Source: an optimization exercise on an open RTL-to-GDS flow (aim: small area, a short achievable clock period and few clock cycles per item). Production flows keep margins and buffers that such runs may drop. In this exercise RTL edits were held to simulation tests only and were not proved equivalent to the original.

File: run.sh
#!/bin/bash
# synth_recipe.tcl (not shown) runs the flow's synth.tcl, then flattens the netlist and writes it again
# the make line also repeats each setting of config.mk as NAME=value (left out here)
make -C /OpenROAD-flow-scripts/flow DESIGN_CONFIG=/design/flow/config.mk WORK_HOME=/design/flow/orfs CLKGATE_MAP_FILE= SYNTH_SCRIPT=/design/flow/synth_recipe.tcl finish
File: config.mk
export PLATFORM = sky130hd
export DESIGN_NAME = gf_alu
export DESIGN_NICKNAME = gf_alu
export VERILOG_FILES = /design/flow/design.v
export SDC_FILE = /design/flow/constraint.sdc
export NUM_CORES = 4
export LEC_CHECK = 0
export CAP_MARGIN = 20
export CORE_MARGIN = 2
export CORE_UTILIZATION = 30
export SETUP_SLACK_MARGIN = 3.2
export SLEW_MARGIN = 20
export TNS_END_PERCENT = 0
File: constraint.sdc
create_clock -name core_clock -period 7.0 [get_ports {clk}]
set_input_delay 1.4000 -clock core_clock [delete_from_list [all_inputs] [get_ports {clk}]]
set_output_delay 1.4000 -clock core_clock [all_outputs]
set_load 0.01 [all_outputs]
File: design.v
module gf_mul (
    input  wire       f10,
    input  wire [9:0] a,
    input  wire [9:0] b,
    output wire [9:0] p
);
    reg [18:0] c;
    integer i;
    always @(*) begin
        c = 19'd0;
        for (i = 0; i < 10; i = i + 1)
            if (b[i]) c = c ^ ({9'd0, a} << i);
    end
    wire [9:0] r10, r8;
    gf_red10 u_r10 (.c(c),        .r(r10));
    gf_red8  u_r8  (.c(c[14:0]),  .r(r8));
    assign p = f10 ? r10 : r8;
endmodule
module gf_sq (
    input  wire       f10,
    input  wire [9:0] x,
    output wire [9:0] y
);
    reg [18:0] c;
    integer i;
    always @(*) begin
        c = 19'd0;
        for (i = 0; i < 10; i = i + 1)
            c[2 * i] = x[i];
    end
    wire [9:0] r10, r8;
    gf_red10 u_r10 (.c(c),        .r(r10));
    gf_red8  u_r8  (.c(c[14:0]),  .r(r8));
    assign y = f10 ? r10 : r8;
endmodule
module gf_red10 (
    input  wire [18:0] c,
    output wire [9:0]  r
);
    reg [18:0] t;
    integer i;
    always @(*) begin
        t = c;
        for (i = 18; i >= 10; i = i - 1)
            if (t[i]) t = t ^ (19'h409 << (i - 10));
    end
    assign r = t[9:0];
endmodule
module gf_red8 (
    input  wire [14:0] c,
    output wire [9:0]  r
);
    reg [14:0] t;
    integer i;
    always @(*) begin
        t = c;
        for (i = 14; i >= 8; i = i - 1)
            if (t[i]) t = t ^ (15'h11B << (i - 8));
    end
    assign r = {2'b00, t[7:0]};
endmodule
module eac_add10 (
    input  wire [9:0] s,
    input  wire [9:0] c,
    output wire [9:0] e
);
    wire [9:0] g0 = s & c;
    wire [9:0] p0 = s ^ c;
    reg [9:0] g [0:4];
    reg [9:0] p [0:4];
    integer i, k;
    always @(*) begin
        g[0] = g0;
        p[0] = p0;
        for (k = 0; k < 4; k = k + 1) begin
            for (i = 0; i < 10; i = i + 1) begin
                if (i >= (1 << k)) begin
                    g[k + 1][i] = g[k][i] | (p[k][i] & g[k][i - (1 << k)]);
                    p[k + 1][i] = p[k][i] & p[k][i - (1 << k)];
                end else begin
                    g[k + 1][i] = g[k][i];
                    p[k + 1][i] = p[k][i];
                end
            end
        end
    end
    wire       gall = g[4][9];
    assign e = s + c + {9'd0, gall};
endmodule
module gf8_exp_lo (
    input  wire [3:0] addr,
    output wire [7:0] data
);
    wire [127:0] tab = 128'h3513F8A196722E1AFF5533110F050301;
    assign data = tab[8 * addr +: 8];
endmodule
module gf8_exp_hi (
    input  wire [3:0] addr,
    output wire [7:0] data
);
    wire [127:0] tab = 128'h391245FC9B9FC3FBFEB5834C53E55F01;
    assign data = tab[8 * addr +: 8];
endmodule
module gf8_log_rom (
    input  wire [7:0] addr,
    output wire [7:0] data
);
  wire new_n17, new_n18, new_n19, new_n20, new_n21, new_n22, new_n23,
    new_n24, new_n25, new_n26, new_n27, new_n28, new_n29, new_n30, new_n31,
    new_n32, new_n33, new_n34, new_n35, new_n36, new_n37, new_n38, new_n39,
    new_n40, new_n41, new_n42, new_n43, new_n44, new_n45, new_n46, new_n47,
    new_n48, new_n49, new_n50, new_n51, new_n52, new_n53, new_n54, new_n55,
    new_n56, new_n57, new_n58, new_n59, new_n60, new_n61, new_n62, new_n63,
    new_n64, new_n65, new_n66, new_n67, new_n68, new_n69, new_n70, new_n71,
    new_n72, new_n73, new_n74, new_n75, new_n76, new_n77, new_n78, new_n79,
    new_n80, new_n81, new_n82, new_n83, new_n84, new_n85, new_n86, new_n87,
    new_n88, new_n89, new_n90, new_n91, new_n92, new_n93, new_n94, new_n95,
    new_n96, new_n97, new_n98, new_n99, new_n100, new_n101, new_n102,
    new_n103, new_n104, new_n105, new_n106, new_n107, new_n108, new_n109,
    new_n110, new_n111, new_n112, new_n113, new_n114, new_n115, new_n116,
    new_n117, new_n118, new_n119, new_n120, new_n121, new_n122, new_n123,
    new_n124, new_n125, new_n126, new_n127, new_n128, new_n129, new_n130,
    new_n131, new_n132, new_n133, new_n134, new_n135, new_n136, new_n137,
    new_n138, new_n139, new_n140, new_n141, new_n142, new_n143, new_n144,
    new_n145, new_n146, new_n147, new_n148, new_n149, new_n150, new_n151,
    new_n152, new_n154, new_n155, new_n156, new_n157, new_n158, new_n159,
    new_n160, new_n161, new_n162, new_n163, new_n164, new_n165, new_n166,
    new_n167, new_n168, new_n169, new_n170, new_n171, new_n172, new_n173,
    new_n174, new_n175, new_n176, new_n177, new_n178, new_n179, new_n180,
    new_n181, new_n182, new_n183, new_n184, new_n185, new_n186, new_n187,
    new_n188, new_n189, new_n190, new_n191, new_n192, new_n193, new_n194,
    new_n195, new_n196, new_n197, new_n198, new_n199, new_n200, new_n201,
    new_n202, new_n203, new_n204, new_n205, new_n206, new_n207, new_n208,
    new_n209, new_n210, new_n211, new_n212, new_n213, new_n214, new_n215,
    new_n216, new_n217, new_n218, new_n219, new_n220, new_n221, new_n222,
    new_n223, new_n224, new_n225, new_n226, new_n227, new_n228, new_n229,
    new_n230, new_n231, new_n232, new_n233, new_n234, new_n235, new_n236,
    new_n237, new_n238, new_n239, new_n240, new_n241, new_n242, new_n243,
    new_n244, new_n245, new_n246, new_n247, new_n248, new_n249, new_n251,
    new_n252, new_n253, new_n254, new_n255, new_n256, new_n257, new_n258,
    new_n259, new_n260, new_n261, new_n262, new_n263, new_n264, new_n265,
    new_n266, new_n267, new_n268, new_n269, new_n270, new_n271, new_n272,
    new_n273, new_n274, new_n275, new_n276, new_n277, new_n278, new_n279,
    new_n280, new_n281, new_n282, new_n283, new_n284, new_n285, new_n286,
    new_n287, new_n288, new_n289, new_n290, new_n291, new_n292, new_n293,
    new_n294, new_n295, new_n296, new_n297, new_n298, new_n299, new_n300,
    new_n301, new_n302, new_n303, new_n304, new_n305, new_n306, new_n307,
    new_n308, new_n309, new_n310, new_n311, new_n312, new_n313, new_n314,
    new_n315, new_n316, new_n317, new_n318, new_n319, new_n320, new_n321,
    new_n322, new_n323, new_n324, new_n325, new_n326, new_n327, new_n328,
    new_n330, new_n331, new_n332, new_n333, new_n334, new_n335, new_n336,
    new_n337, new_n338, new_n339, new_n340, new_n341, new_n342, new_n343,
    new_n344, new_n345, new_n346, new_n347, new_n348, new_n349, new_n350,
    new_n351, new_n352, new_n353, new_n354, new_n355, new_n356, new_n357,
    new_n358, new_n359, new_n360, new_n361, new_n362, new_n363, new_n364,
    new_n365, new_n366, new_n367, new_n368, new_n369, new_n370, new_n371,
    new_n372, new_n373, new_n374, new_n375, new_n376, new_n377, new_n378,
    new_n379, new_n380, new_n381, new_n382, new_n383, new_n384, new_n385,
    new_n386, new_n387, new_n388, new_n389, new_n390, new_n391, new_n392,
    new_n393, new_n395, new_n396, new_n397, new_n398, new_n399, new_n400,
    new_n401, new_n402, new_n403, new_n404, new_n405, new_n406, new_n407,
    new_n408, new_n409, new_n410, new_n411, new_n412, new_n413, new_n414,
    new_n415, new_n416, new_n417, new_n418, new_n419, new_n420, new_n421,
    new_n422, new_n423, new_n424, new_n425, new_n426, new_n427, new_n428,
    new_n429, new_n430, new_n431, new_n432, new_n433, new_n434, new_n435,
    new_n436, new_n437, new_n438, new_n439, new_n440, new_n441, new_n442,
    new_n443, new_n444, new_n445, new_n446, new_n447, new_n448, new_n449,
    new_n450, new_n451, new_n453, new_n454, new_n455, new_n456, new_n457,
    new_n458, new_n459, new_n460, new_n461, new_n462, new_n463, new_n464,
    new_n465, new_n466, new_n467, new_n468, new_n469, new_n470, new_n471,
    new_n472, new_n473, new_n474, new_n475, new_n476, new_n477, new_n478,
    new_n479, new_n480, new_n481, new_n482, new_n483, new_n484, new_n485,
    new_n486, new_n487, new_n488, new_n489, new_n490, new_n491, new_n492,
    new_n493, new_n494, new_n495, new_n496, new_n497, new_n498, new_n499,
    new_n500, new_n501, new_n502, new_n503, new_n504, new_n505, new_n506,
    new_n507, new_n508, new_n509, new_n510, new_n511, new_n512, new_n513,
    new_n514, new_n516, new_n517, new_n518, new_n519, new_n520, new_n521,
    new_n522, new_n523, new_n524, new_n525, new_n526, new_n527, new_n528,
    new_n529, new_n530, new_n531, new_n532, new_n533, new_n534, new_n535,
    new_n536, new_n537, new_n538, new_n539, new_n540, new_n541, new_n542,
    new_n543, new_n544, new_n545, new_n546, new_n547, new_n548, new_n549,
    new_n550, new_n551, new_n552, new_n553, new_n554, new_n555, new_n556,
    new_n557, new_n558, new_n559, new_n560, new_n561, new_n562, new_n563,
    new_n564, new_n565, new_n566, new_n567, new_n568, new_n569, new_n570,
    new_n571, new_n572, new_n573, new_n574, new_n575, new_n576, new_n578,
    new_n579, new_n580, new_n581, new_n582, new_n583, new_n584, new_n585,
    new_n586, new_n587, new_n588, new_n589, new_n590, new_n591, new_n592,
    new_n593, new_n594, new_n595, new_n596, new_n597, new_n598, new_n599,
    new_n600, new_n601, new_n602, new_n603, new_n604, new_n605, new_n606,
    new_n607, new_n608, new_n609, new_n610, new_n611, new_n612, new_n613,
    new_n614, new_n615, new_n616, new_n617, new_n618, new_n619, new_n620,
    new_n621, new_n622, new_n623, new_n624, new_n625, new_n626, new_n627,
    new_n628, new_n629, new_n630, new_n631, new_n632, new_n633, new_n634;
  assign new_n17 = addr[0] & addr[1];
  assign new_n18 = addr[3] & ~new_n17;
  assign new_n19 = ~addr[1] & addr[2];
  assign new_n20 = new_n18 & ~new_n19;
  assign new_n21 = addr[1] & ~addr[2];
  assign new_n22 = new_n20 & ~new_n21;
  assign new_n23 = ~addr[2] & ~addr[3];
  assign new_n24 = addr[1] & new_n23;
  assign new_n25 = ~addr[3] & ~new_n21;
  assign new_n26 = ~addr[0] & ~addr[2];
  assign new_n27 = addr[0] & addr[2];
  assign new_n28 = ~new_n26 & ~new_n27;
  assign new_n29 = new_n25 & new_n28;
  assign new_n30 = ~new_n24 & ~new_n29;
  assign new_n31 = ~addr[0] & ~addr[1];
  assign new_n32 = ~new_n17 & ~new_n31;
  assign new_n33 = ~addr[0] & addr[2];
  assign new_n34 = ~addr[3] & ~new_n33;
  assign new_n35 = ~new_n32 & new_n34;
  assign new_n36 = ~new_n30 & ~new_n35;
  assign new_n37 = addr[4] & ~new_n36;
  assign new_n38 = ~new_n22 & new_n37;
  assign new_n39 = ~addr[2] & ~new_n31;
  assign new_n40 = new_n20 & ~new_n39;
  assign new_n41 = ~new_n18 & new_n39;
  assign new_n42 = ~addr[4] & ~new_n41;
  assign new_n43 = ~new_n40 & new_n42;
  assign new_n44 = ~addr[5] & ~new_n43;
  assign new_n45 = ~new_n38 & new_n44;
  assign new_n46 = ~addr[3] & ~new_n26;
  assign new_n47 = addr[1] & addr[2];
  assign new_n48 = addr[0] & ~addr[1];
  assign new_n49 = ~new_n47 & ~new_n48;
  assign new_n50 = new_n46 & new_n49;
  assign new_n51 = ~addr[4] & ~new_n50;
  assign new_n52 = addr[3] & ~new_n26;
  assign new_n53 = new_n32 & new_n52;
  assign new_n54 = new_n51 & ~new_n53;
  assign new_n55 = addr[2] & addr[3];
  assign new_n56 = addr[1] & new_n55;
  assign new_n57 = addr[4] & ~new_n56;
  assign new_n58 = addr[2] & ~addr[3];
  assign new_n59 = new_n17 & ~new_n58;
  assign new_n60 = ~addr[2] & addr[3];
  assign new_n61 = ~addr[1] & ~new_n60;
  assign new_n62 = ~new_n59 & ~new_n61;
  assign new_n63 = new_n57 & new_n62;
  assign new_n64 = addr[5] & ~new_n63;
  assign new_n65 = ~new_n54 & new_n64;
  assign new_n66 = ~new_n45 & ~new_n65;
  assign new_n67 = ~addr[7] & ~new_n66;
  assign new_n68 = addr[0] & addr[3];
  assign new_n69 = ~new_n21 & new_n68;
  assign new_n70 = addr[4] & ~new_n69;
  assign new_n71 = ~addr[1] & new_n60;
  assign new_n72 = new_n70 & ~new_n71;
  assign new_n73 = addr[0] & ~addr[2];
  assign new_n74 = ~addr[3] & ~new_n47;
  assign new_n75 = ~new_n73 & new_n74;
  assign new_n76 = new_n72 & ~new_n75;
  assign new_n77 = ~addr[4] & ~new_n55;
  assign new_n78 = addr[2] & new_n32;
  assign new_n79 = new_n46 & ~new_n78;
  assign new_n80 = new_n77 & ~new_n79;
  assign new_n81 = addr[5] & ~new_n80;
  assign new_n82 = ~new_n76 & new_n81;
  assign new_n83 = new_n48 & new_n58;
  assign new_n84 = new_n25 & ~new_n83;
  assign new_n85 = addr[4] & ~new_n84;
  assign new_n86 = addr[1] & addr[3];
  assign new_n87 = ~new_n26 & new_n86;
  assign new_n88 = new_n85 & ~new_n87;
  assign new_n89 = ~addr[0] & new_n74;
  assign new_n90 = ~addr[4] & ~new_n89;
  assign new_n91 = ~new_n52 & ~new_n86;
  assign new_n92 = new_n90 & new_n91;
  assign new_n93 = ~addr[5] & ~new_n92;
  assign new_n94 = ~new_n88 & new_n93;
  assign new_n95 = ~new_n82 & ~new_n94;
  assign new_n96 = addr[7] & ~new_n95;
  assign new_n97 = addr[6] & ~new_n96;
  assign new_n98 = ~new_n67 & new_n97;
  assign new_n99 = addr[3] & ~new_n28;
  assign new_n100 = ~addr[0] & addr[1];
  assign new_n101 = addr[3] & new_n100;
  assign new_n102 = ~new_n99 & ~new_n101;
  assign new_n103 = addr[4] & new_n102;
  assign new_n104 = ~new_n29 & new_n103;
  assign new_n105 = addr[3] & new_n28;
  assign new_n106 = ~new_n31 & new_n105;
  assign new_n107 = ~addr[4] & ~new_n86;
  assign new_n108 = ~addr[3] & ~new_n27;
  assign new_n109 = ~addr[0] & new_n47;
  assign new_n110 = new_n32 & ~new_n109;
  assign new_n111 = new_n108 & ~new_n110;
  assign new_n112 = new_n107 & ~new_n111;
  assign new_n113 = ~new_n106 & new_n112;
  assign new_n114 = ~new_n104 & ~new_n113;
  assign new_n115 = addr[5] & ~new_n114;
  assign new_n116 = ~addr[1] & ~addr[2];
  assign new_n117 = ~addr[3] & ~new_n116;
  assign new_n118 = ~new_n27 & ~new_n48;
  assign new_n119 = ~addr[4] & new_n118;
  assign new_n120 = ~new_n117 & new_n119;
  assign new_n121 = ~addr[5] & ~new_n120;
  assign new_n122 = new_n28 & new_n74;
  assign new_n123 = new_n61 & ~new_n68;
  assign new_n124 = ~new_n122 & new_n123;
  assign new_n125 = addr[4] & ~new_n59;
  assign new_n126 = ~new_n124 & new_n125;
  assign new_n127 = new_n121 & ~new_n126;
  assign new_n128 = addr[7] & ~new_n127;
  assign new_n129 = ~new_n115 & new_n128;
  assign new_n130 = ~new_n19 & ~new_n21;
  assign new_n131 = ~addr[0] & new_n130;
  assign new_n132 = addr[3] & new_n118;
  assign new_n133 = ~new_n130 & ~new_n132;
  assign new_n134 = ~new_n131 & ~new_n133;
  assign new_n135 = ~addr[4] & ~new_n134;
  assign new_n136 = addr[4] & ~new_n20;
  assign new_n137 = addr[1] & ~new_n28;
  assign new_n138 = new_n136 & ~new_n137;
  assign new_n139 = addr[5] & ~new_n138;
  assign new_n140 = ~new_n135 & new_n139;
  assign new_n141 = ~addr[4] & ~new_n24;
  assign new_n142 = new_n68 & ~new_n130;
  assign new_n143 = addr[3] & ~new_n142;
  assign new_n144 = new_n141 & ~new_n143;
  assign new_n145 = ~new_n31 & new_n58;
  assign new_n146 = new_n70 & ~new_n145;
  assign new_n147 = ~new_n144 & ~new_n146;
  assign new_n148 = ~addr[5] & ~new_n147;
  assign new_n149 = ~addr[7] & ~new_n148;
  assign new_n150 = ~new_n140 & new_n149;
  assign new_n151 = ~addr[6] & ~new_n150;
  assign new_n152 = ~new_n129 & new_n151;
  assign data[0] = ~new_n98 & ~new_n152;
  assign new_n154 = ~addr[1] & addr[3];
  assign new_n155 = ~addr[4] & ~new_n154;
  assign new_n156 = ~addr[3] & ~new_n83;
  assign new_n157 = ~new_n131 & new_n156;
  assign new_n158 = ~addr[3] & ~new_n157;
  assign new_n159 = new_n155 & ~new_n158;
  assign new_n160 = new_n18 & new_n39;
  assign new_n161 = addr[4] & ~new_n160;
  assign new_n162 = addr[0] & new_n74;
  assign new_n163 = addr[2] & ~new_n17;
  assign new_n164 = ~addr[3] & new_n163;
  assign new_n165 = ~new_n162 & ~new_n164;
  assign new_n166 = new_n161 & new_n165;
  assign new_n167 = ~addr[5] & ~new_n166;
  assign new_n168 = ~new_n159 & new_n167;
  assign new_n169 = addr[3] & ~new_n100;
  assign new_n170 = new_n49 & new_n169;
  assign new_n171 = ~addr[3] & ~new_n49;
  assign new_n172 = ~new_n170 & ~new_n171;
  assign new_n173 = ~addr[4] & ~new_n172;
  assign new_n174 = ~new_n27 & new_n154;
  assign new_n175 = addr[4] & ~new_n174;
  assign new_n176 = ~new_n157 & new_n175;
  assign new_n177 = addr[5] & ~new_n176;
  assign new_n178 = ~new_n173 & new_n177;
  assign new_n179 = ~addr[6] & ~new_n178;
  assign new_n180 = ~new_n168 & new_n179;
  assign new_n181 = ~new_n21 & ~new_n34;
  assign new_n182 = ~new_n52 & new_n181;
  assign new_n183 = ~new_n41 & ~new_n182;
  assign new_n184 = addr[4] & ~new_n183;
  assign new_n185 = ~new_n17 & new_n34;
  assign new_n186 = ~addr[4] & ~new_n185;
  assign new_n187 = new_n18 & ~new_n116;
  assign new_n188 = new_n186 & ~new_n187;
  assign new_n189 = ~addr[5] & ~new_n188;
  assign new_n190 = ~new_n184 & new_n189;
  assign new_n191 = addr[0] & ~addr[3];
  assign new_n192 = ~addr[2] & new_n191;
  assign new_n193 = ~new_n69 & ~new_n192;
  assign new_n194 = ~addr[0] & ~new_n19;
  assign new_n195 = new_n25 & new_n194;
  assign new_n196 = new_n193 & ~new_n195;
  assign new_n197 = addr[4] & ~new_n196;
  assign new_n198 = ~addr[0] & ~new_n116;
  assign new_n199 = ~addr[3] & ~new_n198;
  assign new_n200 = ~addr[4] & ~new_n71;
  assign new_n201 = ~new_n99 & new_n200;
  assign new_n202 = ~new_n199 & new_n201;
  assign new_n203 = ~new_n197 & ~new_n202;
  assign new_n204 = addr[5] & ~new_n203;
  assign new_n205 = addr[6] & ~new_n204;
  assign new_n206 = ~new_n190 & new_n205;
  assign new_n207 = ~new_n180 & ~new_n206;
  assign new_n208 = addr[7] & ~new_n207;
  assign new_n209 = ~new_n41 & new_n57;
  assign new_n210 = ~new_n69 & new_n209;
  assign new_n211 = new_n52 & ~new_n78;
  assign new_n212 = ~new_n116 & new_n191;
  assign new_n213 = ~addr[4] & ~new_n212;
  assign new_n214 = ~new_n211 & new_n213;
  assign new_n215 = ~addr[5] & ~new_n214;
  assign new_n216 = ~new_n210 & new_n215;
  assign new_n217 = ~addr[3] & ~new_n19;
  assign new_n218 = ~addr[0] & ~new_n25;
  assign new_n219 = new_n217 & ~new_n218;
  assign new_n220 = ~new_n164 & ~new_n174;
  assign new_n221 = new_n27 & ~new_n154;
  assign new_n222 = new_n220 & ~new_n221;
  assign new_n223 = ~new_n219 & new_n222;
  assign new_n224 = ~addr[4] & ~new_n223;
  assign new_n225 = ~new_n73 & new_n161;
  assign new_n226 = addr[5] & ~new_n225;
  assign new_n227 = ~new_n224 & new_n226;
  assign new_n228 = ~new_n216 & ~new_n227;
  assign new_n229 = addr[6] & ~new_n228;
  assign new_n230 = new_n32 & new_n34;
  assign new_n231 = new_n103 & ~new_n230;
  assign new_n232 = ~new_n58 & ~new_n60;
  assign new_n233 = addr[1] & ~new_n232;
  assign new_n234 = ~addr[4] & ~new_n233;
  assign new_n235 = ~addr[1] & new_n28;
  assign new_n236 = new_n232 & new_n235;
  assign new_n237 = new_n234 & ~new_n236;
  assign new_n238 = addr[5] & ~new_n237;
  assign new_n239 = ~new_n231 & new_n238;
  assign new_n240 = ~addr[2] & ~addr[4];
  assign new_n241 = ~new_n18 & new_n240;
  assign new_n242 = addr[1] & new_n191;
  assign new_n243 = addr[4] & ~new_n242;
  assign new_n244 = ~addr[5] & ~new_n243;
  assign new_n245 = ~new_n241 & new_n244;
  assign new_n246 = ~addr[6] & ~new_n245;
  assign new_n247 = ~new_n239 & new_n246;
  assign new_n248 = ~new_n229 & ~new_n247;
  assign new_n249 = ~addr[7] & ~new_n248;
  assign data[1] = ~new_n208 & ~new_n249;
  assign new_n251 = ~new_n58 & new_n137;
  assign new_n252 = ~addr[4] & ~new_n162;
  assign new_n253 = ~new_n251 & new_n252;
  assign new_n254 = ~new_n25 & ~new_n198;
  assign new_n255 = addr[4] & ~new_n254;
  assign new_n256 = new_n33 & ~new_n154;
  assign new_n257 = new_n255 & ~new_n256;
  assign new_n258 = ~addr[5] & ~new_n257;
  assign new_n259 = ~new_n253 & new_n258;
  assign new_n260 = ~new_n109 & new_n200;
  assign new_n261 = ~new_n28 & new_n217;
  assign new_n262 = new_n68 & ~new_n116;
  assign new_n263 = addr[5] & ~new_n262;
  assign new_n264 = ~new_n261 & new_n263;
  assign new_n265 = ~new_n260 & new_n264;
  assign new_n266 = ~new_n259 & ~new_n265;
  assign new_n267 = ~addr[6] & ~new_n266;
  assign new_n268 = addr[0] & new_n25;
  assign new_n269 = ~new_n105 & ~new_n268;
  assign new_n270 = addr[4] & ~new_n269;
  assign new_n271 = ~new_n32 & new_n52;
  assign new_n272 = ~new_n195 & new_n200;
  assign new_n273 = ~new_n271 & new_n272;
  assign new_n274 = addr[5] & ~new_n273;
  assign new_n275 = ~new_n270 & new_n274;
  assign new_n276 = ~addr[4] & ~new_n56;
  assign new_n277 = ~new_n122 & new_n276;
  assign new_n278 = ~addr[1] & ~addr[3];
  assign new_n279 = ~new_n48 & ~new_n278;
  assign new_n280 = new_n57 & new_n279;
  assign new_n281 = ~new_n277 & ~new_n280;
  assign new_n282 = ~addr[5] & ~new_n281;
  assign new_n283 = addr[6] & ~new_n282;
  assign new_n284 = ~new_n275 & new_n283;
  assign new_n285 = ~new_n267 & ~new_n284;
  assign new_n286 = addr[7] & ~new_n285;
  assign new_n287 = new_n47 & new_n191;
  assign new_n288 = ~new_n53 & ~new_n287;
  assign new_n289 = ~addr[4] & ~new_n288;
  assign new_n290 = ~addr[5] & ~new_n289;
  assign new_n291 = ~new_n55 & new_n100;
  assign new_n292 = addr[3] & ~new_n194;
  assign new_n293 = ~new_n291 & ~new_n292;
  assign new_n294 = addr[4] & new_n293;
  assign new_n295 = new_n290 & ~new_n294;
  assign new_n296 = ~new_n199 & ~new_n271;
  assign new_n297 = addr[4] & ~new_n296;
  assign new_n298 = new_n25 & ~new_n194;
  assign new_n299 = addr[1] & new_n68;
  assign new_n300 = new_n77 & ~new_n299;
  assign new_n301 = ~new_n298 & new_n300;
  assign new_n302 = addr[5] & ~new_n301;
  assign new_n303 = ~new_n297 & new_n302;
  assign new_n304 = ~new_n295 & ~new_n303;
  assign new_n305 = ~addr[6] & ~new_n304;
  assign new_n306 = ~addr[0] & new_n19;
  assign new_n307 = ~new_n137 & ~new_n306;
  assign new_n308 = ~new_n71 & new_n141;
  assign new_n309 = new_n307 & new_n308;
  assign new_n310 = new_n25 & ~new_n78;
  assign new_n311 = addr[4] & ~new_n261;
  assign new_n312 = addr[3] & new_n19;
  assign new_n313 = new_n311 & ~new_n312;
  assign new_n314 = ~new_n310 & new_n313;
  assign new_n315 = ~new_n309 & ~new_n314;
  assign new_n316 = addr[5] & ~new_n315;
  assign new_n317 = ~new_n83 & ~new_n218;
  assign new_n318 = new_n107 & new_n317;
  assign new_n319 = ~new_n55 & ~new_n132;
  assign new_n320 = addr[1] & new_n46;
  assign new_n321 = addr[4] & ~new_n320;
  assign new_n322 = new_n319 & new_n321;
  assign new_n323 = ~new_n318 & ~new_n322;
  assign new_n324 = ~addr[5] & ~new_n323;
  assign new_n325 = addr[6] & ~new_n324;
  assign new_n326 = ~new_n316 & new_n325;
  assign new_n327 = ~new_n305 & ~new_n326;
  assign new_n328 = ~addr[7] & ~new_n327;
  assign data[2] = ~new_n286 & ~new_n328;
  assign new_n330 = ~new_n19 & new_n132;
  assign new_n331 = ~addr[4] & ~new_n330;
  assign new_n332 = ~new_n142 & new_n331;
  assign new_n333 = ~new_n100 & new_n332;
  assign new_n334 = addr[4] & ~new_n132;
  assign new_n335 = ~new_n187 & new_n334;
  assign new_n336 = ~new_n212 & new_n335;
  assign new_n337 = ~addr[5] & ~new_n336;
  assign new_n338 = ~new_n333 & new_n337;
  assign new_n339 = addr[1] & ~new_n34;
  assign new_n340 = ~new_n73 & ~new_n339;
  assign new_n341 = new_n77 & ~new_n340;
  assign new_n342 = new_n57 & ~new_n230;
  assign new_n343 = addr[5] & ~new_n342;
  assign new_n344 = ~new_n341 & new_n343;
  assign new_n345 = ~addr[6] & ~new_n344;
  assign new_n346 = ~new_n338 & new_n345;
  assign new_n347 = new_n37 & ~new_n142;
  assign new_n348 = ~addr[4] & ~new_n100;
  assign new_n349 = new_n340 & new_n348;
  assign new_n350 = new_n121 & ~new_n349;
  assign new_n351 = ~new_n347 & new_n350;
  assign new_n352 = ~new_n117 & ~new_n142;
  assign new_n353 = new_n348 & ~new_n352;
  assign new_n354 = addr[4] & ~new_n26;
  assign new_n355 = ~new_n25 & new_n354;
  assign new_n356 = addr[5] & ~new_n355;
  assign new_n357 = ~new_n353 & new_n356;
  assign new_n358 = addr[6] & ~new_n357;
  assign new_n359 = ~new_n351 & new_n358;
  assign new_n360 = ~new_n346 & ~new_n359;
  assign new_n361 = ~addr[7] & ~new_n360;
  assign new_n362 = ~new_n145 & new_n332;
  assign new_n363 = new_n28 & new_n217;
  assign new_n364 = ~new_n299 & ~new_n363;
  assign new_n365 = new_n161 & new_n364;
  assign new_n366 = ~addr[5] & ~new_n365;
  assign new_n367 = ~new_n362 & new_n366;
  assign new_n368 = addr[3] & new_n110;
  assign new_n369 = ~addr[4] & ~new_n368;
  assign new_n370 = ~new_n320 & new_n369;
  assign new_n371 = ~new_n52 & ~new_n100;
  assign new_n372 = ~new_n75 & new_n371;
  assign new_n373 = addr[4] & ~new_n291;
  assign new_n374 = ~new_n372 & new_n373;
  assign new_n375 = addr[5] & ~new_n374;
  assign new_n376 = ~new_n370 & new_n375;
  assign new_n377 = ~new_n367 & ~new_n376;
  assign new_n378 = addr[6] & ~new_n377;
  assign new_n379 = ~new_n111 & ~new_n154;
  assign new_n380 = new_n161 & new_n379;
  assign new_n381 = ~new_n20 & ~new_n56;
  assign new_n382 = new_n186 & new_n381;
  assign new_n383 = ~addr[5] & ~new_n382;
  assign new_n384 = ~new_n380 & new_n383;
  assign new_n385 = ~new_n145 & ~new_n368;
  assign new_n386 = addr[4] & ~new_n385;
  assign new_n387 = ~new_n219 & new_n331;
  assign new_n388 = addr[5] & ~new_n387;
  assign new_n389 = ~new_n386 & new_n388;
  assign new_n390 = ~new_n384 & ~new_n389;
  assign new_n391 = ~addr[6] & ~new_n390;
  assign new_n392 = addr[7] & ~new_n391;
  assign new_n393 = ~new_n378 & new_n392;
  assign data[3] = ~new_n361 & ~new_n393;
  assign new_n395 = addr[3] & new_n163;
  assign new_n396 = ~new_n36 & ~new_n395;
  assign new_n397 = new_n90 & ~new_n396;
  assign new_n398 = new_n31 & ~new_n232;
  assign new_n399 = new_n209 & ~new_n398;
  assign new_n400 = ~new_n397 & ~new_n399;
  assign new_n401 = ~addr[5] & ~new_n400;
  assign new_n402 = ~new_n157 & new_n369;
  assign new_n403 = new_n311 & ~new_n330;
  assign new_n404 = addr[5] & ~new_n403;
  assign new_n405 = ~new_n402 & new_n404;
  assign new_n406 = ~new_n401 & ~new_n405;
  assign new_n407 = ~addr[7] & ~new_n406;
  assign new_n408 = new_n23 & ~new_n100;
  assign new_n409 = new_n335 & ~new_n408;
  assign new_n410 = ~new_n130 & ~new_n191;
  assign new_n411 = new_n77 & new_n410;
  assign new_n412 = ~addr[5] & ~new_n411;
  assign new_n413 = ~new_n409 & new_n412;
  assign new_n414 = ~new_n78 & new_n243;
  assign new_n415 = new_n39 & ~new_n68;
  assign new_n416 = new_n155 & ~new_n415;
  assign new_n417 = addr[5] & ~new_n416;
  assign new_n418 = ~new_n414 & new_n417;
  assign new_n419 = addr[7] & ~new_n418;
  assign new_n420 = ~new_n413 & new_n419;
  assign new_n421 = ~new_n407 & ~new_n420;
  assign new_n422 = addr[6] & ~new_n421;
  assign new_n423 = ~new_n50 & ~new_n75;
  assign new_n424 = ~addr[4] & ~new_n271;
  assign new_n425 = new_n423 & new_n424;
  assign new_n426 = addr[4] & ~new_n154;
  assign new_n427 = ~new_n53 & new_n426;
  assign new_n428 = ~new_n425 & ~new_n427;
  assign new_n429 = addr[5] & ~new_n428;
  assign new_n430 = addr[4] & new_n28;
  assign new_n431 = new_n364 & new_n430;
  assign new_n432 = ~addr[4] & new_n198;
  assign new_n433 = ~addr[5] & ~new_n432;
  assign new_n434 = ~new_n431 & new_n433;
  assign new_n435 = ~new_n429 & ~new_n434;
  assign new_n436 = ~addr[7] & ~new_n435;
  assign new_n437 = new_n30 & new_n72;
  assign new_n438 = new_n90 & new_n102;
  assign new_n439 = addr[5] & ~new_n438;
  assign new_n440 = ~new_n437 & new_n439;
  assign new_n441 = ~new_n48 & new_n58;
  assign new_n442 = ~new_n73 & ~new_n441;
  assign new_n443 = new_n155 & ~new_n442;
  assign new_n444 = ~addr[0] & new_n25;
  assign new_n445 = new_n70 & ~new_n444;
  assign new_n446 = ~new_n443 & ~new_n445;
  assign new_n447 = ~addr[5] & ~new_n446;
  assign new_n448 = addr[7] & ~new_n447;
  assign new_n449 = ~new_n440 & new_n448;
  assign new_n450 = ~new_n436 & ~new_n449;
  assign new_n451 = ~addr[6] & ~new_n450;
  assign data[4] = ~new_n422 & ~new_n451;
  assign new_n453 = ~new_n89 & ~new_n287;
  assign new_n454 = ~new_n26 & new_n154;
  assign new_n455 = new_n453 & ~new_n454;
  assign new_n456 = addr[4] & ~new_n455;
  assign new_n457 = new_n348 & new_n410;
  assign new_n458 = ~new_n456 & ~new_n457;
  assign new_n459 = ~addr[5] & ~new_n458;
  assign new_n460 = ~new_n107 & ~new_n234;
  assign new_n461 = new_n61 & ~new_n193;
  assign new_n462 = ~new_n218 & ~new_n461;
  assign new_n463 = ~new_n460 & ~new_n462;
  assign new_n464 = addr[4] & ~new_n235;
  assign new_n465 = ~new_n84 & new_n464;
  assign new_n466 = addr[5] & ~new_n465;
  assign new_n467 = ~new_n463 & new_n466;
  assign new_n468 = ~new_n459 & ~new_n467;
  assign new_n469 = ~addr[7] & ~new_n468;
  assign new_n470 = new_n243 & ~new_n262;
  assign new_n471 = ~addr[4] & ~new_n183;
  assign new_n472 = ~new_n470 & ~new_n471;
  assign new_n473 = ~addr[5] & ~new_n89;
  assign new_n474 = ~new_n472 & new_n473;
  assign new_n475 = ~new_n191 & new_n232;
  assign new_n476 = ~new_n17 & ~new_n475;
  assign new_n477 = ~addr[4] & ~new_n476;
  assign new_n478 = ~new_n35 & new_n70;
  assign new_n479 = addr[5] & ~new_n478;
  assign new_n480 = ~new_n477 & new_n479;
  assign new_n481 = addr[7] & ~new_n480;
  assign new_n482 = ~new_n474 & new_n481;
  assign new_n483 = ~new_n469 & ~new_n482;
  assign new_n484 = ~addr[6] & ~new_n483;
  assign new_n485 = ~addr[2] & ~new_n455;
  assign new_n486 = addr[4] & ~new_n78;
  assign new_n487 = ~new_n485 & new_n486;
  assign new_n488 = new_n107 & new_n220;
  assign new_n489 = addr[5] & ~new_n488;
  assign new_n490 = ~new_n487 & new_n489;
  assign new_n491 = new_n334 & new_n453;
  assign new_n492 = ~new_n298 & new_n319;
  assign new_n493 = new_n107 & ~new_n492;
  assign new_n494 = ~new_n491 & ~new_n493;
  assign new_n495 = ~addr[5] & ~new_n494;
  assign new_n496 = addr[7] & ~new_n495;
  assign new_n497 = ~new_n490 & new_n496;
  assign new_n498 = addr[4] & ~new_n395;
  assign new_n499 = ~new_n86 & ~new_n278;
  assign new_n500 = ~addr[2] & ~new_n499;
  assign new_n501 = new_n498 & ~new_n500;
  assign new_n502 = ~addr[4] & ~new_n278;
  assign new_n503 = ~new_n143 & new_n502;
  assign new_n504 = addr[5] & ~new_n503;
  assign new_n505 = ~new_n501 & new_n504;
  assign new_n506 = ~new_n48 & ~new_n339;
  assign new_n507 = new_n161 & ~new_n506;
  assign new_n508 = new_n51 & ~new_n299;
  assign new_n509 = ~addr[5] & ~new_n508;
  assign new_n510 = ~new_n507 & new_n509;
  assign new_n511 = ~addr[7] & ~new_n510;
  assign new_n512 = ~new_n505 & new_n511;
  assign new_n513 = addr[6] & ~new_n512;
  assign new_n514 = ~new_n497 & new_n513;
  assign data[5] = new_n484 | new_n514;
  assign new_n516 = ~addr[0] & ~new_n278;
  assign new_n517 = addr[4] & ~new_n47;
  assign new_n518 = ~new_n516 & new_n517;
  assign new_n519 = ~new_n299 & ~new_n306;
  assign new_n520 = ~new_n460 & new_n519;
  assign new_n521 = ~new_n518 & ~new_n520;
  assign new_n522 = ~addr[1] & new_n192;
  assign new_n523 = addr[5] & ~new_n522;
  assign new_n524 = ~new_n521 & new_n523;
  assign new_n525 = new_n136 & ~new_n157;
  assign new_n526 = ~new_n17 & new_n52;
  assign new_n527 = ~new_n108 & ~new_n526;
  assign new_n528 = ~addr[4] & ~new_n19;
  assign new_n529 = ~new_n46 & new_n528;
  assign new_n530 = ~new_n527 & new_n529;
  assign new_n531 = ~addr[5] & ~new_n530;
  assign new_n532 = ~new_n525 & new_n531;
  assign new_n533 = ~addr[6] & ~new_n532;
  assign new_n534 = ~new_n524 & new_n533;
  assign new_n535 = ~new_n36 & ~new_n142;
  assign new_n536 = ~addr[4] & ~new_n535;
  assign new_n537 = addr[5] & ~new_n527;
  assign new_n538 = ~new_n536 & new_n537;
  assign new_n539 = new_n193 & new_n317;
  assign new_n540 = new_n498 & ~new_n539;
  assign new_n541 = new_n107 & ~new_n441;
  assign new_n542 = ~addr[5] & ~new_n541;
  assign new_n543 = ~new_n540 & new_n542;
  assign new_n544 = addr[6] & ~new_n543;
  assign new_n545 = ~new_n538 & new_n544;
  assign new_n546 = ~new_n534 & ~new_n545;
  assign new_n547 = addr[7] & ~new_n546;
  assign new_n548 = addr[3] & new_n307;
  assign new_n549 = ~addr[4] & ~new_n287;
  assign new_n550 = ~new_n548 & new_n549;
  assign new_n551 = ~new_n169 & new_n311;
  assign new_n552 = ~addr[5] & ~new_n551;
  assign new_n553 = ~new_n550 & new_n552;
  assign new_n554 = addr[4] & ~new_n195;
  assign new_n555 = ~new_n106 & new_n554;
  assign new_n556 = ~new_n68 & new_n200;
  assign new_n557 = ~new_n310 & new_n556;
  assign new_n558 = addr[5] & ~new_n557;
  assign new_n559 = ~new_n555 & new_n558;
  assign new_n560 = ~addr[6] & ~new_n559;
  assign new_n561 = ~new_n553 & new_n560;
  assign new_n562 = ~new_n78 & new_n293;
  assign new_n563 = new_n276 & ~new_n562;
  assign new_n564 = ~new_n163 & new_n255;
  assign new_n565 = ~new_n563 & ~new_n564;
  assign new_n566 = ~addr[5] & ~new_n565;
  assign new_n567 = addr[4] & new_n423;
  assign new_n568 = ~addr[4] & ~new_n99;
  assign new_n569 = ~new_n164 & new_n568;
  assign new_n570 = ~new_n567 & ~new_n569;
  assign new_n571 = addr[5] & ~new_n101;
  assign new_n572 = ~new_n570 & new_n571;
  assign new_n573 = addr[6] & ~new_n572;
  assign new_n574 = ~new_n566 & new_n573;
  assign new_n575 = ~new_n561 & ~new_n574;
  assign new_n576 = ~addr[7] & ~new_n575;
  assign data[6] = ~new_n547 & ~new_n576;
  assign new_n578 = new_n141 & ~new_n287;
  assign new_n579 = new_n102 & new_n578;
  assign new_n580 = ~new_n21 & new_n373;
  assign new_n581 = ~new_n410 & new_n580;
  assign new_n582 = addr[5] & ~new_n581;
  assign new_n583 = ~new_n579 & new_n582;
  assign new_n584 = ~new_n31 & new_n442;
  assign new_n585 = addr[4] & ~new_n584;
  assign new_n586 = ~addr[4] & new_n163;
  assign new_n587 = ~new_n171 & new_n586;
  assign new_n588 = ~addr[5] & ~new_n587;
  assign new_n589 = ~new_n585 & new_n588;
  assign new_n590 = ~new_n583 & ~new_n589;
  assign new_n591 = addr[6] & ~new_n590;
  assign new_n592 = addr[3] & ~new_n307;
  assign new_n593 = new_n85 & ~new_n592;
  assign new_n594 = new_n218 & new_n499;
  assign new_n595 = ~addr[4] & ~new_n221;
  assign new_n596 = ~new_n594 & new_n595;
  assign new_n597 = addr[5] & ~new_n596;
  assign new_n598 = ~new_n593 & new_n597;
  assign new_n599 = addr[0] & ~new_n74;
  assign new_n600 = new_n464 & ~new_n599;
  assign new_n601 = ~addr[4] & new_n372;
  assign new_n602 = ~addr[5] & ~new_n601;
  assign new_n603 = ~new_n600 & new_n602;
  assign new_n604 = ~new_n598 & ~new_n603;
  assign new_n605 = ~addr[6] & ~new_n604;
  assign new_n606 = addr[7] & ~new_n605;
  assign new_n607 = ~new_n591 & new_n606;
  assign new_n608 = ~new_n86 & new_n194;
  assign new_n609 = addr[0] & new_n55;
  assign new_n610 = ~new_n23 & ~new_n609;
  assign new_n611 = ~new_n608 & new_n610;
  assign new_n612 = addr[4] & ~new_n611;
  assign new_n613 = ~new_n19 & ~new_n609;
  assign new_n614 = new_n51 & new_n613;
  assign new_n615 = addr[5] & ~new_n614;
  assign new_n616 = ~new_n612 & new_n615;
  assign new_n617 = ~new_n330 & new_n347;
  assign new_n618 = new_n181 & new_n348;
  assign new_n619 = ~addr[5] & ~new_n618;
  assign new_n620 = ~new_n617 & new_n619;
  assign new_n621 = ~new_n616 & ~new_n620;
  assign new_n622 = addr[6] & ~new_n621;
  assign new_n623 = ~new_n516 & ~new_n527;
  assign new_n624 = new_n136 & ~new_n623;
  assign new_n625 = new_n290 & ~new_n624;
  assign new_n626 = new_n70 & ~new_n100;
  assign new_n627 = ~new_n192 & new_n528;
  assign new_n628 = ~new_n160 & new_n627;
  assign new_n629 = ~new_n626 & ~new_n628;
  assign new_n630 = addr[5] & ~new_n629;
  assign new_n631 = ~addr[6] & ~new_n630;
  assign new_n632 = ~new_n625 & new_n631;
  assign new_n633 = ~addr[7] & ~new_n632;
  assign new_n634 = ~new_n622 & new_n633;
  assign data[7] = ~new_n607 & ~new_n634;
endmodule
module gf_alu (
    input  wire        clk,
    input  wire        rst,
    input  wire        start,
    input  wire [7:0]  op,
    input  wire [31:0] a,
    input  wire [31:0] b,
    output wire        ready,
    output reg         done,
    output wire [31:0] result,
    output reg         err,
    output wire [7:0]  errcode
);
    localparam [2:0] C_ADD  = 3'd0;    
    localparam [2:0] C_MUL  = 3'd1;    
    localparam [2:0] C_POW  = 3'd2;    
    localparam [2:0] C_LOOP = 3'd3;    
    localparam [2:0] C_ERRZ = 3'd4;    
    localparam [2:0] C_ILL  = 3'd5;    
    localparam [2:0] C_EXP  = 3'd6;    
    reg        errz;
    reg  [9:0] res;
    assign result  = {22'd0, res};
    assign errcode = {3'b000, err, 3'b000, errz};
    reg        v1;          
    reg  [2:0] cls;
    reg        f10;         
    reg  [9:0] p, q;        
    reg  [9:0] s;           
    reg  [9:0] c;           
    reg  [9:0] x;           
    reg  [1:0] cnt;         
    wire last    = (cls != C_POW) && !((cls == C_LOOP) && (cnt != 2'd0));
    assign ready = ~v1 | last;
    wire accept  = start & ready;
    wire       fin = op[5];                     
    wire [9:0] am  = {a[9:8] & {2{fin}}, a[7:0]};
    wire [9:0] bm  = {b[9:8] & {2{fin}}, b[7:0]};
    wire       a8z  = (a[7:0] == 8'd0);
    wire       a10z = a8z & (a[9:8] == 2'd0);
    wire [9:0] a2;
    gf_sq u_sqa (.f10(fin), .x(am), .y(a2));
    wire [7:0] log_a;
    gf8_log_rom u_log (.addr(a[7:0]), .data(log_a));
    wire [9:0] u10 = b[9:0], v10 = b[19:10], w10 = b[29:20], z10 = {8'd0, b[31:30]};
    wire [9:0] s10a = u10 ^ v10 ^ w10;
    wire [9:0] k10a = (u10 & v10) | (u10 & w10) | (v10 & w10);
    wire [9:0] c10a = {k10a[8:0], k10a[9]};
    wire [9:0] s10  = s10a ^ c10a ^ z10;
    wire [9:0] k10b = (s10a & c10a) | (s10a & z10) | (c10a & z10);
    wire [9:0] c10  = {k10b[8:0], k10b[9]};
    wire [7:0] u8 = b[7:0], v8 = b[15:8], w8 = b[23:16], z8 = b[31:24];
    wire [7:0] s8a = u8 ^ v8 ^ w8;
    wire [7:0] k8a = (u8 & v8) | (u8 & w8) | (v8 & w8);
    wire [7:0] c8a = {k8a[6:0], k8a[7]};
    wire [7:0] s8  = s8a ^ c8a ^ z8;
    wire [7:0] k8b = (s8a & c8a) | (s8a & z8) | (c8a & z8);
    wire [7:0] c8  = {k8b[6:0], k8b[7]};
    reg [2:0] cls_in;
    reg [9:0] p_in, q_in, s_in, c_in;
    always @(*) begin
        p_in = am;
        q_in = bm;
        s_in = fin ? s10 : {s8, 2'b11};      
        c_in = fin ? c10 : {c8, 2'b00};
        case (op)
            8'h10, 8'h20: begin cls_in = C_ADD; p_in = am ^ bm; end
            8'h11, 8'h21: cls_in = C_MUL;
            8'h14: cls_in = C_EXP;
            8'h15: begin
                cls_in = a8z ? C_ERRZ : C_ADD;
                p_in   = {2'b00, log_a};
            end
            8'h12: begin
                cls_in = a8z ? C_ERRZ : C_EXP;
                p_in   = {2'b00, ~log_a};
            end
            8'h13, 8'h23: begin cls_in = C_POW; q_in = a2; end
            8'h22: begin
                cls_in = a10z ? C_ERRZ : C_POW;
                q_in   = a2;
                s_in   = 10'd1022;
                c_in   = 10'd0;
            end
            default: cls_in = C_ILL;
        endcase
    end
    wire       loop = (cls == C_LOOP);
    wire [9:0] p2, p4, x2;
    gf_sq u_sq1 (.f10(f10), .x(p),  .y(p2));
    gf_sq u_sq2 (.f10(f10), .x(p2), .y(p4));
    gf_sq u_sqx (.f10(f10), .x(x),  .y(x2));
    wire       texp = (cls == C_EXP);
    wire [7:0] exp_lo, exp_hi;
    gf8_exp_lo u_lo (.addr(p[3:0]), .data(exp_lo));
    gf8_exp_hi u_hi (.addr(p[7:4]), .data(exp_hi));
    wire [9:0] ma = loop ? p4 : texp ? {2'b00, exp_lo} : p;
    wire [9:0] mb = texp ? {2'b00, exp_hi} : q;
    wire [9:0] mp;
    gf_mul u_mul (.f10(f10), .a(ma), .b(mb), .p(mp));
    wire [9:0] e;
    eac_add10 u_eac (.s(s), .c(c), .e(e));
    reg [9:0] p_first, q_first;
    always @(*) begin
        case (e[9:8])
            2'd0:    p_first = 10'd1;
            2'd1:    p_first = p;
            2'd2:    p_first = q;
            default: p_first = mp;
        endcase
        case (e[7:6])
            2'd0:    q_first = 10'd1;
            2'd1:    q_first = p;
            2'd2:    q_first = q;
            default: q_first = mp;
        endcase
    end
    reg [9:0] q_loop;
    always @(*) begin
        case (s[9:8])
            2'd0:    q_loop = 10'd1;
            2'd1:    q_loop = x;
            2'd2:    q_loop = x2;
            default: q_loop = c;
        endcase
    end
    always @(posedge clk) begin
        err  <= (cls == C_ERRZ) || (cls == C_ILL);
        errz <= (cls == C_ERRZ);
        case (cls)
            C_ADD:                  res <= p;
            C_ERRZ, C_ILL:          res <= 10'd0;
            default:                res <= mp;
        endcase
    end
    always @(posedge clk) begin
        if (rst) begin
            v1   <= 1'b0;
            done <= 1'b0;
        end else begin
            done <= 1'b0;
            if (v1) begin
                if (last) begin
                    v1   <= 1'b0;
                    done <= 1'b1;
                end
                case (cls)
                    C_POW: begin
                        x   <= p;
                        c   <= mp;
                        p   <= p_first;
                        q   <= q_first;
                        s   <= {e[5:0], 4'd0};
                        cnt <= f10 ? 2'd3 : 2'd2;
                        cls <= C_LOOP;
                    end
                    C_LOOP: begin
                        p   <= mp;
                        q   <= q_loop;
                        s   <= {s[7:0], 2'b00};
                        cnt <= cnt - 2'd1;
                    end
                    default: ;
                endcase
            end
            if (accept) begin
                v1  <= 1'b1;
                cls <= cls_in;
                f10 <= fin;
                p   <= p_in;
                q   <= q_in;
                s   <= s_in;
                c   <= c_in;
            end
        end
    end
endmodule
==> results of run 1 <==
-- cell usage in the layout, fill, tap and decap left out, types with 31 or more instances in the layout --
master           instances
nand2_1                134
clkdlybuf4s50_1         61
a31oi_1                 32
nor2_1                 179
nand3_1                 36
xnor2_1                 83
o21ai_0                 94
a21oi_1                 97
ha_1                    31
buf_4                  101
edfxtp_1                56
inv_1                   62
-- per-layer routing --
| layer | up-vias | global-route usage (%) | share of wire (%) |
|---|---|---|---|
| met3 | 165 | 4.12 | 9.5 |
| met1 | 5680 | 31.8 | 41 |
| met4 | 0 | 10.3 | 5.2 |
| met2 | 741 | 35.6 | 44 |
| met5 | - | 0 | 0 |
| li1 | 5351 | - | - |
-- Yosys cell counts (18+ instances only) --
library cell  count  area (um2)
nor2b_1          18         113
a31oi_1          34         213
nand3_1          37         185
fa_1             30         601
inv_1            68         255
ha_1             48         601
a21oi_1         109         546
o22ai_1          19         119
nand2_1         138         518
o211ai_1         19         143
nor3_1           29         145
buf_4            37         278
xor2_1           32         280
edfxtp_1         56        1680
o21ai_0         105         526
xnor2_1          93         815
clkbuf_1         81         304
mux2i_1          28         280
nor2_1          187         702
a211oi_1         23         173
-- kinds of logic (layout without fill, tap and decap cells) --
kind of cell    after synthesis  in the layout  share of synthesized area [%]
fa+ha+maj                    78             78                           10.7
xor+xnor                    152            153                           14.9
simple gates                475            475                           18.8
compound gates              448            448                           25.5
flops                        70             70                           17.4
mux                          35             35                           3.68
other cells                   1             28                         0.0332
buf+inv                     221            267                           9.04
-- path summary, 6_finish.rpt --
| path | start | endpoint | slack (ps) | cells after the start |
|---|---|---|---|---|
| worst max-delay path | c[3] | p[3] | 2620 | 23 |
| worst min-delay path | v1 | done | 510 | 1 |
| worst max register to register | c[3] | p[3] | 2620 | 23 |
| worst min register to register | v1 | done | 510 | 1 |
-- registers in the layout (all words and copies together), names as in the netlist, 2 cells and up --
signal	flops
p	10
cnt	2
s	10
cls	3
x	10
c	10
res	10
q	10
-- per-stage QoR --
step	util [%]	hold WS [ps]	cell area, um2	instances
after floorplan	-	421	11500	1507
after global placement	32.5	499	12100	1918
after detailed placement	32.5	495	12100	1918
after CTS	36.5	508	13600	2016
after global routing	37.0	532	13800	2028
final	37.0	510	13800	2028
-- what timing repair did --
item / 4_1_cts / 5_1_grt
resized for setup: 113 / 19
endpoints found under the setup margin: 65 / 67
setup buffers: 81 / 11
pin swaps: 30 / 22
gates cloned: 1 / 1
-- layout make-up --
class / count / area share, %
Clock buffer: 9 / 1.63
Clock inverter: 7 / 0.535
Inverter: 71 / 2.07
Multi-Input combinational cell: 1217 / 65.8
Sequential cell: 70 / 14.2
Tap cell: 474 / 4.30
Timing Repair Buffer: 180 / 11.5
==> run_results.csv, run 1 <==
group,metric,value,unit
timing,setup_slack,2620,ps
logic_synthesis,syn_inst,1480,
timing,relSlewSlack,26.8,%
setup_path,critPathRequiredTime,7070,ps
drt,first_pass_iters,6,
drt,via_count,11900,
logic_synthesis,yosys_most_used_dff,"edfxtp_1",
drt,drt_drc_violations_left,0,
cells_and_area,drive_gt1_share,17.4,%
timing,rsz0062_at_grt,"yes",
drt,drtIter0Drc,1676,
logic_synthesis,seq_area_frac_synth,17.4,%
timing,layout_min_cycle_time,4380,ps
clock_network,clock-sinks,70,
placed_design,dp_slack,1670,ps
die,num_io_pins,118,
drt,wirelength,45.8,mm
logic_synthesis,ys_types,93,
die,row_count,71,
setup_path,cp_top_family,"compound AO/OA/AOI/OAI gates",
logic_synthesis,ys_ff_latch,70,
timing,finalHoldViolCount,0,
setup_path,cp.arrival,4450,ps
setup_path,cpMostUsedCell,"a21oi_2",
timing,fmax,228,MHz
cells_and_area,seqCellArea,0.00196,mm2
clock_network,htreeDepth,3,
timing,setup_viol,0,
drt,vias_per_cell,5.89,
clock_network,cts.hold.buffers_added,0,
setup_path,slowest_stage,"edfxtp_1",
grt,first_global_vias,11500,
setup_path,crit_path_end_kind,"register",
timing,timing.final.crit_share,62.6,%
die,die_h,198,um
setup_path,crit_chain,"ha_4 -> a21o_1 -> a21oi_2 -> o21ai_2 -> a21oi_2 -> o21bai_1 -> a21oi_1 -> o21bai_1 -> a21oi_2 -> fa_2 -> nor2b_1 -> o21ai_2 -> a21oi_2 -> o21ai_2 -> a21oi_2 -> o21ai_1 -> nand2b_1 -> a21o_1 -> a21oi_4 -> xnor2_4 -> inv_2 -> a31oi_4 -> clkbuf_16",
timing,tightest_slew,1070,ps
timing,finClkSkew,14.7,ps
setup_path,slowest_delay,440,ps
logic_synthesis,syn_area_per_cell,7.62,um2
drt,ant_nets,0,
setup_path,critical_path_buf_inv_count,2,
job,maxCapViolations,0,
logic_synthesis,synth_area,0.0113,mm2
logic_synthesis,async_flop_share,0,%
clock_network,root_buffer,"clkbuf_16",
grt,antenna_found_initial,0,
setup_path,criticalPathCategory,"register to register",
status,outcome,"complete, no violations",
die,initial_utilization,30.2,%
clock_network,clock_latency,360,ps
placed_design,io_buffers,67,
cells_and_area,syn_to_final_growth,22.4,%
drt,wl_per_cell,22.6,um
cells_and_area,fill_cells,3821,
timing,setup_tns,0,ps
cells_and_area,nets,1702,
grt,grt_start_max_net_pins,47,
logic_synthesis,synth-edff-count,56,
worst_hold_path,min_path_type,"register to register",
placed_design,gp_congestion,0.953,
setup_path,crit_fanout,5,
grt,grt_util_all_layers,23.2,%
grt,globalRouteOverflowTotal,0,
cells_and_area,multi_input_area,0.00908,mm2
die,core,0.0373,mm2
placed_design,dp_hpwl,31.5,mm
die,floorplan.die.width,198,um
clock_network,cts_tree,"yes",
grt,grt_pass1_wl,69.8,mm
die,dieArea,0.0392,mm2
cells_and_area,diodes,0,
setup_path,cp-start-kind,"register",
timing,slew_violations,0,
clock_network,cts_buffer_depth,2,
clock_network,cts_buffers,9,
logic_synthesis,ys_warn_count,8,
clock_network,clk_pin_slew,60,ps
Testbench counts, summed over its fixed seeds: cycles 4,818, items 3,200.
==> run 2: changes to the inputs <==
--- a/config.mk
+++ b/config.mk
@@ -7,7 +7,7 @@
 export LEC_CHECK = 0
 export CAP_MARGIN = 20
 export CORE_MARGIN = 2
-export CORE_UTILIZATION = 30
-export SETUP_SLACK_MARGIN = 3.2
+export CORE_UTILIZATION = 50
+export SETUP_SLACK_MARGIN = 2.4
 export SLEW_MARGIN = 20
 export TNS_END_PERCENT = 0
==> run 2 against run 1 <==
Net effect:
- global-route usage increased by 11 points
- cell count decreased by 12%
- area after synthesis unchanged
- sequential share of layout area increased by 1.1 points
- wire length decreased by 11%
- register-to-register slack got worse by 170 ps
==> run_results.csv, run 2 <==
group,metric,value,unit
drt,ant_nets,0,
logic_synthesis,ys_types,93,
setup_path,crit_path_end_kind,"register",
timing,finalHoldViolCount,0,
drt,drtIter0Drc,1580,
placed_design,place_inst,1730,
clock_network,htreeDepth,3,
setup_path,critPathRequiredTime,7080,ps
cells_and_area,seqCellArea,0.00196,mm2
die,num_io_pins,118,
setup_path,cp.arrival,4640,ps
timing,setup_viol,0,
die,core,0.0220,mm2
grt,met1_usage,48.2,%
job,maxCapViolations,0,
grt,grt.busiest_layer,"met2",
grt,globalRouteOverflowTotal,0,
cells_and_area,fill_cells,2097,
logic_synthesis,yosys.area.top_type,"edfxtp_1",
setup_path,rr_startpoint,"p[4]",
logic_synthesis,synth_top_area_share,14.9,%
setup_path,cp-start-kind,"register",
drt,wirelength,40.9,mm
cells_and_area,diodes,0,
grt,grt_start_max_net_pins,52,
clock_network,clock-sinks,70,
logic_synthesis,seq_area_frac_synth,17.4,%
timing,layout_min_cycle_time,4550,ps
setup_path,criticalPathCategory,"register to register",
placed_design,gp_congestion,0.996,
clock_network,cts_buffer_depth,2,
placed_design,dp_slack,1520,ps
logic_synthesis,ys_warn_count,8,
drt,wl_per_cell,22.8,um
setup_path,slowest_stage,"xor3_1",
die,die_h,154,um
timing,setup_tns,0,ps
grt,grt_pass1_wl,62.9,mm
drt,first_pass_iters,8,
die,initial_utilization,51.4,%
timing,tightest_slew,1010,ps
grt,grt_util_all_layers,33.9,%
logic_synthesis,syn_area_per_cell,7.62,um2
setup_path,slowest_delay,470,ps
cells_and_area,drive_gt1_share,11.5,%
grt,met3_usage,6.14,%
clock_network,cts_tree,"yes",
grt,use_met2,51.3,%
placed_design,dp_hpwl,28.8,mm
logic_synthesis,syn_inst,1480,
timing,relSlewSlack,32.4,%
clock_network,cts_buffers,9,
logic_synthesis,synthTopCellsByArea,"edfxtp_1 15%, xnor2_1 7.2%, nor2_1 6.2%, fa_1 5.3%, ha_1 5.3%",
drt,vias_per_cell,6.50,
cells_and_area,layout_commonest_cell,"nor2_1",
timing,fmax,220,MHz
setup_path,crit_fanout,6,
logic_synthesis,synth-edff-count,56,
placed_design,io_buffers,67,
setup_path,cp_top_family,"XOR/XNOR gates",
die,floorplan.die.width,154,um
cells_and_area,final_util,58.4,%
grt,first_global_vias,10700,
grt,antenna_found_initial,0,
timing,finClkSkew,10.3,ps
clock_network,clk_pin_slew,60,ps
drt,drt_drc_violations_left,0,
worst_hold_path,min-delay-start,"v1",
logic_synthesis,async_flop_share,0,%
logic_synthesis,ys_ff_latch,70,
die,row_count,54,
logic_synthesis,yosys-top-cells-count,"187 x nor2_1, 138 x nand2_1, 109 x a21oi_1",
cells_and_area,stdcell_count,1791,
logic_synthesis,synth_most_common_cell,"nor2_1",
timing,rsz0062_at_grt,"yes",
die,dieArea,0.0238,mm2
drt,via_count,11600,
setup_path,critical_path_buf_inv_count,2,
timing,setup_slack,2450,ps
cells_and_area,nets,1659,
worst_hold_path,min_path_type,"register to register",
cells_and_area,syn_to_final_growth,13.7,%
clock_network,cts.hold.buffers_added,0,
timing,slew_violations,0,
cells_and_area,layout_common_cells,"183 x nor2_1, 138 x nand2_1, 105 x a21oi_1",
timing,timing.final.crit_share,65.0,%
setup_path,crit_chain,"inv_1 -> ha_2 -> xor3_1 -> xnor2_1 -> o311a_1 -> a21oi_2 -> xnor2_1 -> xnor3_1 -> xnor3_2 -> xor2_4 -> xnor3_1 -> o21a_2 -> xnor2_4 -> buf_4 -> o21ai_1",
logic_synthesis,yosys_most_used_dff,"edfxtp_1",
clock_network,root_buffer,"clkbuf_16",
setup_path,startpoint,"p[4]",
clock_network,clock_latency,350,ps
status,outcome,"complete, no violations",
cells_and_area,multi_input_area,0.00871,mm2
logic_synthesis,synth_area,0.0113,mm2
==> run 2: per-layer routing <==
| metal | vias to the layer above | wire length [um] |
|---|---|---|
| li1 | 5272 | - |
| met1 | 5453 | 17300 |
| met2 | 767 | 17600 |
| met3 | 144 | 4290 |
| met4 | 0 | 1750 |
| met5 | - | 0 |
==> run 2: repair_timing <==
action / 4_1_cts / 5_1_grt
gates resized for setup: 32 / 37
buffers inserted: 22 / 22
cloned: 0 / 1
pin swaps: 3 / 8
endpoints found under the setup margin: 59 / 54
==> run 2: stage by stage <==
step                      hold WS, ps  area, um2
after floorplan                   421      11400
after global placement            491      11800
after detailed placement          490      11800
after CTS                         503      12500
after global routing              524      12800
final                             501      12800
==> run 2: final cells by class <==
class | count | area share, %
multi-input cells | 1216 | 67.9
flip-flops and latches | 70 | 15.3
repair buffers | 138 | 9.41
well taps | 280 | 2.73
clock buffers | 11 | 2.15
inverters | 71 | 2.14
clock inverters | 5 | 0.322
==> run 2: worst paths after layout <==
kind,slack (ps),depth (start not counted),end
worst min-delay path,500,1,done
worst min register to register,500,1,done
worst max register to register,2450,15,c[3]
worst max-delay path,2450,15,c[3]
==> run 2: cells by family after synthesis <==
| kind of cell | Yosys count | share of synthesized area, % |
|---|---|---|
| XOR/XNOR | 152 | 14.9 |
| multiplexers | 35 | 3.68 |
| buffers and inverters | 221 | 9.04 |
| flip-flops | 70 | 17.4 |
| adder cells (fa/ha/maj) | 78 | 10.7 |
| AND/OR/NAND/NOR | 475 | 18.8 |
| other | 1 | 0.0332 |
| AO/OA/AOI/OAI | 448 | 25.5 |
==> run 2: worst reg2reg max path, cell delays in order, from the launching register on <==
cell and delay (ps):
edfxtp_1 400, inv_1 140, ha_2 430, xor3_1 470, xnor2_1 140, o311a_1 370
a21oi_2 160, xnor2_1 130, xnor3_1 410, xnor3_2 330, xor2_4 260, xnor3_1 340
o21a_2 240, xnor2_4 210, buf_4 170, o21ai_1 80

==> re-timing with driven ports <==
Ports are ideal in the flow. The routed layouts listed here were re-timed in OpenROAD.
Step 1 sets driving cells, clkbuf_16 on the clock port and buf_2 on the other inputs (assumed; they add their load-dependent delay and slew).
Step 2 times the ports against the registers' clock, not the clock port: input delays grow and output delays shrink by t, the midpoint of the rising clock arrivals with the driver on.
Three values: ideal ports, drivers, drivers and shift; two values: the first two.
run | t, ns | setup slack, ns | latest minus earliest clock arrival (ns)
run 1 | 0.387 | 2.617 / 2.617 / 2.345 | 0.014 / 0.015
run 2 | 0.382 | 2.447 / 2.447 / 2.089 | 0.010 / 0.011
After both steps setup and hold are still met in every run listed. For run 2, which loses most, drivers alone change the setup slack by 0.000 ns; drivers and shift together by -0.358 ns.
